Background: an optimization exercise with open tools, aiming at small area. Do not read the settings as production practice. The RTL was checked by simulation tests, not by an equivalence proof against the original design. Power figures rest on the tool's default switching activity, not on a simulated workload.

## veml6035_ctrl
module veml6035_ctrl (
  input         clk,
  input         rst,
  input         cmd_valid,
  input  [63:0] cmd_word,
  output        cmd_ready,
  output [2:0]  status,
  output [63:0] result,
  output [15:0] err,
  output [1:0]  state,
  output        tx_req,
  output [1:0]  tx_op,
  output [6:0]  tx_addr,
  output [1:0]  tx_len,
  output [23:0] tx_wdata,
  output        tx_stop,
  input         tx_ack,
  input  [7:0]  tx_rdata,
  input         tx_fail
);
Size in the first run: roughly 210 flip-flops, roughly 200 I/O pins, about 0.011 sq mm of cells after synthesis.
export LEC_CHECK = 0
export CAP_MARGIN = 0
export CORE_MARGIN = 2
export CORE_UTILIZATION = 65
export PLACE_DENSITY = 0.8
export SLEW_MARGIN = 0
create_clock -name core_clock -period 35.0 [get_ports {clk}]
standard.sh (not shown) runs the stock make flow with config.mk's settings and CLKGATE_MAP_FILE= SYNTH_SCRIPT=/design/flow/synth_recipe.tcl, a recipe that flattens the netlist after the stock synthesis.
==> flow/flow/run.sh <==
#!/bin/bash
set -euo pipefail
export BUFFER_PORTS_ARGS="-buffer_cell sky130_fd_sc_hd__buf_1"
export CTS_ARGS="-sink_clustering_enable -repair_clock_nets -dont_use_dummy_load -buf_list sky130_fd_sc_hd__clkbuf_8 -sink_clustering_size 18 -sink_clustering_max_diameter 120"
bash standard.sh > layout.log 2>&1
Change:
--- a/flow/design.v
+++ b/flow/design.v
@@ -16,23 +16,23 @@
   output        tx_stop,
   input         tx_ack,
   input  [7:0]  tx_rdata,
   input         tx_fail
 );
   localparam ST_OK = 3'd0, ST_BUS = 3'd1, ST_IDM = 3'd2, ST_INV = 3'd3, ST_ILL = 3'd4,
              ST_NONE = 3'd7;
   localparam S_UNINIT = 2'd0, S_PROBING = 2'd1, S_CONFIGURED = 2'd2, S_FAILED = 2'd3;
   localparam [31:0] LENS_ONE = 32'h0001_0000;
   localparam PC_S0 = 5'd0,  PC_S1 = 5'd1,  PC_RW = 5'd2,  PC_WW = 5'd3,
              PC_ALS = 5'd4, PC_FLG = 5'd5, PC_FREL = 5'd7,
-             PC_A0 = 5'd8,  PC_FIN = 5'd15, PC_B0 = 5'd16, PC_FFLG = 5'd23,
+             PC_A0 = 5'd8,  PC_FIN = 5'd15, PC_B0 = 5'd16, PC_FFLG = 5'd31,    
              PC_L0 = 5'd24, PC_L1 = 5'd25, PC_R0 = 5'd26, PC_R1 = 5'd27,
              PC_FLENS = 5'd31;
   localparam E_IDLE = 3'd0, E_PRE = 3'd1, E_LUX = 3'd2, E_ADDW = 3'd3,
              E_ARITH = 3'd4, E_CLAMP = 3'd5, E_ROT = 3'd6;
   reg        running;
   reg [2:0]  status_r;      
   reg [58:0] rr;
   reg [7:0]  err_reg;
   reg [2:0]  err_step;
   reg [2:0]  err_cause;
   reg [1:0]  state_r;
@@ -41,23 +41,24 @@
   reg [1:0]  top;
   reg [1:0]  polls;         
   reg [4:0]  pc;
   wire       treq;
   reg [57:0] P;
   reg [2:0]  eop;
   reg [5:0]  cnt;
   assign cmd_ready = !running;
   assign status    = running ? 3'd6 : status_r;
   assign result    = {{5{rr[58]}}, rr};    
   assign err       = {err_reg, 1'b0, err_step, 1'b0, err_cause};
-  assign state     = state_r;
+  wire   probing   = running && (pc[4:3] == 2'b10);    
+  assign state     = probing ? S_PROBING : state_r;
   assign tx_req    = treq;           
   assign tx_op     = top;
   assign tx_addr   = 7'h29;
   assign tx_len    = {(top != 2'd0) | wrp, top == 2'd0};
   assign tx_wdata  = {wr_p ? (P[15:0] | wconst) : W[23:8], keep_reg ? W[7:0] : sreg};
   assign tx_stop   = wrp;
   wire [3:0]  d_op   = cmd_word[3:0];
   wire [15:0] d_data = cmd_word[31:16];
   wire [31:0] d_arg  = cmd_word[63:32];
   wire z_reg  = (cmd_word[15:8] == 8'd0);
   wire z_data = (d_data == 16'd0);
@@ -299,24 +300,22 @@
           end else if (eop == E_CLAMP && !pass) begin
             eop <= E_ROT;
             cnt <= 6'd22;
           end else
             eop <= E_IDLE;
         end
       end
       if (!running && cmd_valid) begin
         running  <= 1'b1;
         status_r <= !d_legal ? ST_ILL : d_inv ? ST_INV : ST_OK;
         pc       <= d_ok ? d_pc : PC_FIN;
-        if (d_ok && d_op == 4'h1)
-          state_r <= S_PROBING;
         if (d_ok && d_op == 4'hA)
           lens <= d_arg;
         W        <= cmd_word[31:8];
         top      <= 2'd0;
         eop      <= E_PRE;
         cnt      <= 6'd0;
       end
       if (ack) begin
         case (top)
           2'd0: if (!wrp && !a_fail) top <= 2'd1;
           2'd1: begin
@@ -365,21 +364,21 @@
           err_cause <= (top == 2'd0) ? (wrp ? 3'd1 : 3'd2) :
                        (top == 2'd1) ? (polls[0] ? 3'd3 : 3'd4) : 3'd5;
         end else if (status_r == ST_IDM) begin
           err_reg   <= 8'h07;
           err_step  <= 3'd2;
           err_cause <= 3'd6;
         end else begin
           err_reg   <= 8'd0;
           err_step  <= 3'd0;
           err_cause <= 3'd0;
         end
-        if (state_r == S_PROBING)
+        if (probing)
           state_r <= (status_r == ST_OK) ? S_CONFIGURED : S_FAILED;
         if (pc == PC_FREL)
           state_r <= S_UNINIT;
-        if ((state_r == S_PROBING && status_r == ST_OK) || pc == PC_FREL)
+        if ((probing && status_r == ST_OK) || pc == PC_FREL)
           lens <= LENS_ONE;
       end
     end
   end
 endmodule
Design area hardly moves.
Sequential power hardly moves.
Routed wire length went down slightly.
Total power came out lower slightly.
Critical path depth does not change.

## separate check: timing with driven ports
In the flow no input, the clock included, has a driving cell. The finished layouts below were timed again as built, in two steps. Step 1 sets driving cells, clkbuf_16 on the clock port and buf_2 on the other inputs (assumed; they add their load-dependent delay and slew). Step 2 adds t to the input delays and takes it off the output delays; t is the mean of the earliest and latest rising clock arrival at the registers after step 1. Input paths then give back, and output paths get back, about the clock's delay inside the block. a / b / c = no drivers / after step 1 / after step 2; a / b = the first two.
run	t, ns	setup WS [ns]	clock arrival spread, ns	worst register clock-pin slew, ns	cell pins on the clock port's net
the first run	0.544	19.161 / 19.161 / 19.161	0.052 / 0.051	0.12 / 0.12	1
the second run	0.533	19.458 / 19.458 / 19.458	0.034 / 0.034	0.12 / 0.12	1
After both steps setup and hold are still met in every run listed.
